From an optimization exercise on the open Yosys and OpenROAD flow, aimed at small area, a short achievable clock period and few clock cycles per item; shortcuts taken in it are not production practice.
The RTL was checked by simulation tests, not by an equivalence proof against the original design.
Power is estimated from default activity; no workload was simulated.

**flow/design.v**
```verilog
module lc4_core (
    input  wire        clk,
    input  wire        rst,
    output wire [15:0] imem_addr,
    input  wire [15:0] imem_rdata,
    output wire [15:0] dmem_addr,
    input  wire [15:0] dmem_rdata,
    output wire        dmem_we,
    output wire [15:0] dmem_wdata,
    output wire        trace_valid,
    output wire [15:0] trace_pc,
    output wire [15:0] trace_insn,
    output wire        trace_reg_we,
    output wire [2:0]  trace_reg_sel,
    output wire [15:0] trace_reg_in,
    output wire        trace_flag_we,
    output wire [2:0]  trace_flag_out,
    output wire        trace_mem_we,
    output wire [15:0] trace_mem_addr,
    output wire [15:0] trace_mem_val,
    output wire        halted
);
    localparam [15:0] RESET_PC = 16'h8200;
    localparam [15:0] HALT_PC  = 16'h80FF;
    localparam [3:0] OP_BR    = 4'd0,
                     OP_ARITH = 4'd1,
                     OP_CMP   = 4'd2,
                     OP_JSR   = 4'd4,
                     OP_LOGIC = 4'd5,
                     OP_LDR   = 4'd6,
                     OP_STR   = 4'd7,
                     OP_RTI   = 4'd8,
                     OP_CONST = 4'd9,
                     OP_SHIFT = 4'd10,
                     OP_JMP   = 4'd12,
                     OP_HICON = 4'd13,
                     OP_TRAP  = 4'd15;
    reg [15:0] pc;
    reg [15:0] regs [0:7];
    reg [2:0]  nzp;         
    reg        priv;        
    reg        run_halted;
    reg        sig_reg_we;
    reg [2:0]  sig_reg_sel;
    reg [15:0] sig_reg_in;
    reg        sig_flag_we;
    reg [2:0]  sig_flag_out;
    reg        sig_mem_we;
    reg [15:0] sig_mem_addr;
    reg [15:0] sig_mem_val;
    wire        at_halt = (pc == HALT_PC);
    wire        execute = !run_halted && !at_halt;
    wire [15:0] insn = imem_rdata;
    wire [3:0]  op   = insn[15:12];
    wire [2:0]  f_d  = insn[11:9];
    wire [2:0]  f_s  = insn[8:6];
    wire [2:0]  f_t  = insn[2:0];
    wire [2:0]  subA = insn[5:3];
    wire [1:0]  subS = insn[5:4];
    wire [1:0]  subC = insn[8:7];
    wire [2:0]  cond = insn[11:9];
    wire        m11  = insn[11];
    wire [15:0] sext6  = {{10{insn[5]}}, insn[5:0]};
    wire [15:0] zext6  = {10'd0, insn[5:0]};
    wire [15:0] sext9  = {{7{insn[8]}}, insn[8:0]};
    wire [15:0] sext11 = {{5{insn[10]}}, insn[10:0]};
    wire [3:0]  u4     = insn[3:0];
    wire [7:0]  u8     = insn[7:0];
    wire [15:0] pc_plus1 = pc + 16'd1;
    wire [15:0] rs_val = regs[f_s];
    wire [15:0] rt_val = regs[f_t];
    wire [15:0] rd_val = regs[f_d];
    wire [15:0] r7_val = regs[7];
    wire signed [15:0] s_a = rs_val;
    wire signed [15:0] s_b = rt_val;
    wire [15:0] add_res = rs_val + rt_val;
    wire [15:0] sub_res = rs_val - rt_val;
    wire [15:0] mul_res = rs_val * rt_val;
    wire signed [15:0] s_quot = s_a / s_b;
    wire signed [15:0] s_rem  = s_a % s_b;
    wire [15:0] div_res = (rt_val == 16'd0) ? 16'd0 : s_quot;
    wire [15:0] mod_res = (rt_val == 16'd0) ? 16'd0 : s_rem;
    wire [15:0] addi_res = rs_val + sext6;
    wire [15:0] andi_res = rs_val & sext6;
    wire [15:0] sll_res = rs_val << u4;
    wire [15:0] srl_res = rs_val >> u4;
    wire [15:0] sra_res = s_a >>> u4;
    wire [15:0] cmp_b   = subC[1] ? (subC[0] ? zext6 : sext6) : rt_val;
    wire        cmp_uns = subC[0];
    wire        cmp_lt  = cmp_uns ? (rd_val < cmp_b)
                                  : ($signed(rd_val) < $signed(cmp_b));
    wire        cmp_eq  = (rd_val == cmp_b);
    wire [2:0]  cmp_code = cmp_eq ? 3'd2 : (cmp_lt ? 3'd4 : 3'd1);
    wire [15:0] ea = rs_val + sext6;
    function [2:0] flag_code(input [15:0] v);
        flag_code = v[15] ? 3'd4 : ((v == 16'd0) ? 3'd2 : 3'd1);
    endfunction
    reg        n_reg_we;
    reg [2:0]  n_reg_sel;
    reg [15:0] n_reg_in;
    reg        n_flag_we;
    reg [2:0]  n_flag_out;
    reg        n_mem_we;
    reg [15:0] n_mem_addr;
    reg [15:0] n_mem_val;
    reg [15:0] n_pc;
    reg        n_priv_set;
    reg        n_status_clr;
    always @(*) begin
        n_reg_we     = 1'b0;
        n_reg_sel    = 3'd0;
        n_reg_in     = 16'd0;
        n_flag_we    = 1'b0;
        n_flag_out   = 3'd0;
        n_mem_we     = 1'b0;
        n_mem_addr   = 16'd0;
        n_mem_val    = 16'd0;
        n_pc         = pc_plus1;
        n_priv_set   = 1'b0;
        n_status_clr = 1'b0;
        case (op)
            OP_BR: begin
                if (cond == 3'b111 || (cond & nzp) != 3'b000)
                    n_pc = pc_plus1 + sext9;
            end
            OP_ARITH: begin
                n_reg_we  = 1'b1;
                n_reg_sel = f_d;
                if (subA[2])
                    n_reg_in = addi_res;
                else case (subA[1:0])
                    2'd0: n_reg_in = add_res;
                    2'd1: n_reg_in = mul_res;
                    2'd2: n_reg_in = sub_res;
                    default: n_reg_in = div_res;
                endcase
                n_flag_we  = 1'b1;
                n_flag_out = flag_code(n_reg_in);
            end
            OP_CMP: begin
                n_flag_we  = 1'b1;
                n_flag_out = cmp_code;
            end
            OP_JSR: begin
                n_reg_we   = 1'b1;
                n_reg_sel  = 3'd7;
                n_reg_in   = pc_plus1;
                n_flag_we  = 1'b1;
                n_flag_out = flag_code(pc_plus1);
                if (m11)
                    n_pc = pc_plus1 + sext11;
                else if (f_s == 3'd7)
                    n_pc = pc_plus1 + sext6;    
                else
                    n_pc = rs_val + sext6;
            end
            OP_LOGIC: begin
                n_reg_we  = 1'b1;
                n_reg_sel = f_d;
                if (subA[2])
                    n_reg_in = andi_res;
                else case (subA[1:0])
                    2'd0: n_reg_in = rs_val & rt_val;
                    2'd1: n_reg_in = ~rs_val;
                    2'd2: n_reg_in = rs_val | rt_val;
                    default: n_reg_in = rs_val ^ rt_val;
                endcase
                n_flag_we  = 1'b1;
                n_flag_out = flag_code(n_reg_in);
            end
            OP_LDR: begin
                n_reg_we   = 1'b1;
                n_reg_sel  = f_d;
                n_reg_in   = dmem_rdata;
                n_flag_we  = 1'b1;
                n_flag_out = flag_code(dmem_rdata);
                n_mem_addr = ea;
                n_mem_val  = dmem_rdata;
            end
            OP_STR: begin
                n_mem_we   = 1'b1;
                n_mem_addr = ea;
                n_mem_val  = rd_val;
            end
            OP_RTI: begin
                n_pc         = r7_val;
                n_status_clr = 1'b1;
            end
            OP_CONST: begin
                n_reg_we   = 1'b1;
                n_reg_sel  = f_d;
                n_reg_in   = sext9;
                n_flag_we  = 1'b1;
                n_flag_out = flag_code(sext9);
            end
            OP_SHIFT: begin
                n_reg_we  = 1'b1;
                n_reg_sel = f_d;
                case (subS)
                    2'd0: n_reg_in = sll_res;
                    2'd1: n_reg_in = sra_res;
                    2'd2: n_reg_in = srl_res;
                    default: n_reg_in = mod_res;
                endcase
                n_flag_we  = 1'b1;
                n_flag_out = flag_code(n_reg_in);
            end
            OP_JMP: begin
                if (m11)
                    n_pc = pc_plus1 + sext11;
                else
                    n_pc = rs_val + sext6;
            end
            OP_HICON: begin
                n_reg_we   = 1'b1;
                n_reg_sel  = f_d;
                n_reg_in   = {u8, rd_val[7:0]};
                n_flag_we  = 1'b1;
                n_flag_out = flag_code(n_reg_in);
            end
            OP_TRAP: begin
                n_reg_we   = 1'b1;
                n_reg_sel  = 3'd7;
                n_reg_in   = pc_plus1;
                n_flag_we  = 1'b1;
                n_flag_out = flag_code(pc_plus1);
                n_priv_set = 1'b1;
                n_pc       = {8'h80, u8};
            end
            default: ;   
        endcase
    end
    integer i;
    always @(posedge clk) begin
        if (rst) begin
            pc           <= RESET_PC;
            for (i = 0; i < 8; i = i + 1)
                regs[i] <= 16'd0;
            nzp          <= 3'd0;
            priv         <= 1'b0;
            run_halted   <= 1'b0;
            sig_reg_we   <= 1'b0;
            sig_reg_sel  <= 3'd0;
            sig_reg_in   <= 16'd0;
            sig_flag_we  <= 1'b0;
            sig_flag_out <= 3'd0;
            sig_mem_we   <= 1'b0;
            sig_mem_addr <= 16'd0;
            sig_mem_val  <= 16'd0;
        end else if (!run_halted) begin
            if (at_halt) begin
                run_halted <= 1'b1;
            end else begin
                pc <= n_pc;
                if (n_reg_we)
                    regs[n_reg_sel] <= n_reg_in;
                if (n_status_clr) begin
                    nzp  <= 3'd0;
                    priv <= 1'b0;
                end else begin
                    if (n_flag_we)
                        nzp <= n_flag_out;
                    if (n_priv_set)
                        priv <= 1'b1;
                end
                sig_reg_we   <= n_reg_we;
                sig_reg_sel  <= n_reg_sel;
                sig_reg_in   <= n_reg_in;
                sig_flag_we  <= n_flag_we;
                sig_flag_out <= n_flag_out;
                sig_mem_we   <= n_mem_we;
                sig_mem_addr <= n_mem_addr;
                sig_mem_val  <= n_mem_val;
            end
        end
    end
    assign imem_addr  = pc;
    assign dmem_addr  = ea;
    assign dmem_we    = execute && (op == OP_STR);
    assign dmem_wdata = rd_val;
    assign trace_valid    = execute;
    assign trace_pc       = pc;
    assign trace_insn     = insn;
    assign trace_reg_we   = sig_reg_we;
    assign trace_reg_sel  = sig_reg_sel;
    assign trace_reg_in   = sig_reg_in;
    assign trace_flag_we  = sig_flag_we;
    assign trace_flag_out = sig_flag_out;
    assign trace_mem_we   = sig_mem_we;
    assign trace_mem_addr = sig_mem_addr;
    assign trace_mem_val  = sig_mem_val;
    assign halted = run_halted;
endmodule
```
**flow/constraint.sdc**
```tcl
create_clock -name core_clock -period 55.0 [get_ports {clk}]
set_input_delay 11.0000 -clock core_clock [delete_from_list [all_inputs] [get_ports {clk}]]
set_output_delay 11.0000 -clock core_clock [all_outputs]
set_load 0.01 [all_outputs]
```
**flow/run.sh**
```bash
#!/bin/bash
# synth_recipe.tcl (not shown) runs the flow's synth.tcl, then flattens the netlist and writes it again
# the make line also repeats each setting of config.mk as NAME=value (left out here)
make -C /OpenROAD-flow-scripts/flow DESIGN_CONFIG=/design/flow/config.mk WORK_HOME=/design/flow/orfs CLKGATE_MAP_FILE= SYNTH_SCRIPT=/design/flow/synth_recipe.tcl finish
```
**flow/config.mk**
```make
export PLATFORM = sky130hd
export DESIGN_NAME = lc4_core
export DESIGN_NICKNAME = lc4_core
export VERILOG_FILES = /design/flow/design.v
export SDC_FILE = /design/flow/constraint.sdc
export NUM_CORES = 4
export LEC_CHECK = 0
export CAP_MARGIN = 20
export CORE_MARGIN = 2
export CORE_UTILIZATION = 40
export SLEW_MARGIN = 20
```
==> run notes <==
run status -> timing/DRC/antenna clean
most used cell, CP -> ha_1
met3 WL -> 14.01 mm
Pleak -> 14.52 nW
die height -> 288.7 um
drc violations -> 0
commonest register cell after synthesis -> edfxtp_1
Num CTS Buffers -> 21
Data arrival, critical path -> 52110 ps
Die Wd -> 288.7 um
Avg Cell Area, Syn -> 8.059 um^2
Power per Cell Area -> 67.83 nW/um^2
gr usage total -> 0.3223
metal2 WL -> 61.07 mm
Seq cells post-synth -> 205
peak supply drop -> 0.08923 mV
final setup fails -> 0
gp weighted congestion -> 1.011
Slew @ Worst Pin -> 1216 ps
P_sw -> 1.444 mW
Syn. warnings -> 1
# port buffers -> 173
routed len/inst -> 26.82 um
Tcrit/Tclk final -> 0.9388
final hold violations -> 0
maxcap violations -> 0
Ports -> 174
Synth top area share -> 0.1185
Synth Area in Adders -> 0.1676
num rows -> 104
CTS root buf -> clkbuf_16
ys async rst share -> 0
clock latency (worst-skew pair) -> 550 ps
commonest non-fill, non-tap cell in the layout -> nor2_1
Antenna Cells -> 0
final hold slack -> 440.3 ps
Slew Viols, Final -> 0
startpoint types -> primary input
largest net degree at the start of global routing -> 74
Clock transition at path regs -> 70 ps
Net Sw Frac -> 0.5948
Simple-Gate Fraction of Synth Area -> 0.2004
worst hold-check path type -> register to register
Via Count -> 33020
Worst path slowest cell -> a211oi_1
critical path class -> primary input to register
Int Pwr -> 0.9837 mW
Final Critical Period -> 51630 ps
Combinational Power Share -> 0.864
total wire length -> 138.1 mm
XOR/XNOR Fraction of Synth Area -> 0.06501
Core Box Area -> 80420 um^2
setup_tns -> 0 ps
first-pass GRT wire length -> 203.0 mm
Max Used Layer -> met4
most frequent cells in the layout -> 539 x nor2_1, 417 x nand2_1, 300 x ha_1, 249 x a21oi_1, 227 x inv_1
clk sinks -> 205
post-synthesis mux area share -> 0.1044
top post-synthesis cells by area -> edfxtp_1 12%, ha_1 12%, mux4_2 7.2%, nor2_1 6.3%, fa_1 5.2%
H-Tree Depth -> 1
vias in the first global route -> 31080
combinational family with the most area after synthesis -> compound AO/OA/AOI/OAI gates
Seq pwr share -> 0.074
post-synthesis sequential area ratio -> 0.1661
Post-Syn Nets -> 4442
crit-path max FO -> 52
postcts setup bufs -> 0
RSZ-0062 raised after global routing -> no
# nets final -> 4492
fmax -> 0.01937 GHz
router iterations before antenna repair -> 7
Layout Utilization -> 0.4451
initial antenna violation count -> 1
TritonCTS clock tree -> done
Worst Clk Skew -> 24.84 ps
area grow syn2layout -> 10.38%
Post-synth EDFFs -> 128
library cells used by synthesis -> 121
detailed router's first-iteration violation count -> 3844
share of layout cells above drive strength 1 -> 0.1003
slowest cell delay on critical path -> 760 ps
post-route ant nets -> 0
DR vias/cell -> 6.412
Slew HR -> 0.1662
die area -> 83370 um^2
Mapped Cells -> 4024
dpl hpwl -> 103.0 mm
required time worst endpoint -> 55480 ps
area post-placement -> 35040 um^2
Starting Density -> 0.4033
Compound-Gate Fraction of Synth Area -> 0.2299
clock share of power -> 0.062
global route total overflow -> 0
cell taking the most area after synthesis -> edfxtp_1
metal1 wirelength -> 54.14 mm
clock tree buffer depth -> 3
Layout Cell Area excl Fill -> 35790 um^2
Worst Setup End Kind -> register
Mapped Area -> 32430 um^2
## power groups by stage
| stage | combinational [mW] | sequential [mW] | clock, mW |
|---|---|---|---|
| 3_5_place_dp | 2.00 | 0.183 | 0 |
| 4_1_cts | 2.02 | 0.180 | 0.151 |
| 3_3_place_gp | 2.02 | 0.183 | 0 |
| 5_1_grt | 2.23 | 0.181 | 0.156 |
| 2_1_floorplan | 1.39 | 0.181 | 0 |
| 6_report | 2.10 | 0.180 | 0.150 |
## what timing repair did
| action | 4_1_cts | 5_1_grt |
|---|---|---|
| endpoints found under the hold margin | 0 | 0 |
| gates resized for setup | 0 | 9 |
| endpoints found under the setup margin | 0 | 150 |
| hold buffers | 0 | 0 |
## worst paths after layout
check	from	end	slack (ps)	cells after the start
setup / recovery	imem_rdata[0]	sig_flag_out[1]	3370	155
hold / removal	sig_mem_val[11]	sig_mem_val[11]	440	2
hold reg to reg	sig_mem_val[11]	sig_mem_val[11]	440	2
setup reg to reg	regs[7][6]	sig_flag_out[1]	14260	153
## Yosys cell counts (33+ instances only)
cell type,count
buf_4,43
mux4_2,104
a31oi_1,44
nand3_1,90
xor2_1,55
nand4_1,36
fa_1,84
o21a_1,61
nor4_1,33
xnor2_1,182
nor2_1,542
nand2b_1,43
nand2_1,418
clkbuf_1,155
nor3_1,77
dfxtp_1,77
edfxtp_1,128
ha_1,300
a21o_1,48
inv_1,228
a211oi_1,48
o21ai_0,201
a21oi_1,251
mux2i_1,59
nor2b_1,37
## cell type report
| class | instances | area [um^2] |
|---|---|---|
| tap | 1060 | 1326 |
| inverter | 253 | 955.9 |
| sequential | 205 | 5385 |
| clock inverter | 10 | 87.58 |
| fill | 8165 | 44620 |
| timing repair buffer | 276 | 2459 |
| clock buffer | 28 | 603.1 |
| multi-input combinational | 3317 | 24980 |
## metal layers
layer  global-route usage  vias to the layer above
li1                     -                    14770
met1               0.4221                    15890
met2               0.5096                     1936
met3              0.05174                      420
met4               0.1723                        0
met5                    0                        -
## stage by stage
stage | instances | power (mW) | setup WS [ps]
2_1_floorplan | 4024 | 1.576 | 8958
3_3_place_gp | 5109 | 2.206 | 2377
3_5_place_dp | 5109 | 2.187 | 1728
4_1_cts | 5147 | 2.349 | 2115
5_1_grt | 5149 | 2.564 | 94.84
6_report | 5149 | 2.428 | 3366
## state kept, by name, indices dropped and copies added, names as in the netlist
register and cells:
sig_flag_we 1, regs 128, pc 16, sig_flag_out 3, nzp 3, sig_reg_in 16, sig_mem_we 1, sig_reg_we 1
sig_mem_val 16, run_halted 1, sig_reg_sel 3, sig_mem_addr 16
## worst max-delay path, delay by kind of cell
family / cells / cell delay (ps)
adders and majority gates: 16 / 5020
xor gates and xnor gates: 1 / 430
muxes: 5 / 2210
AOI/OAI and AO/OA: 70 / 17170
and+or+nand+nor: 50 / 11950
buffers and inverters: 13 / 4130
## cells by family after synthesis
kind of cell             Yosys count
multiplexers                     194
adder cells (fa/ha/maj)          384
AO/OA/AOI/OAI                   1073
buffers and inverters            502
XOR/XNOR                         239
AND/OR/NAND/NOR                 1427
flip-flops                       205
Testbench counts, summed over its fixed seeds: cycles 51,758, instructions 51,630.

[port drivers added, routing unchanged]
How much do the figures lean on ideal ports? The routed layout below was timed once more, with nothing changed but the port constraints.
Step 1, drivers: a clkbuf_16 drives clk and a buf_2 each remaining input, both assumed.
Step 2 also shifts input and output timing later by t, the mid clock arrival at the registers, as if the neighbouring blocks saw the same clock.
a / b / c = ideal ports / drivers / drivers and shift; a / b = the first two.
t (ns): 0.585
setup WS [ns]: 3.366 / 3.393 / 2.808
clock arrival spread, ns: 0.025 / 0.025
After both steps setup and hold are still met in this run. The setup slack of this run moves by +0.027 ns with the drivers and by -0.558 ns with both steps.
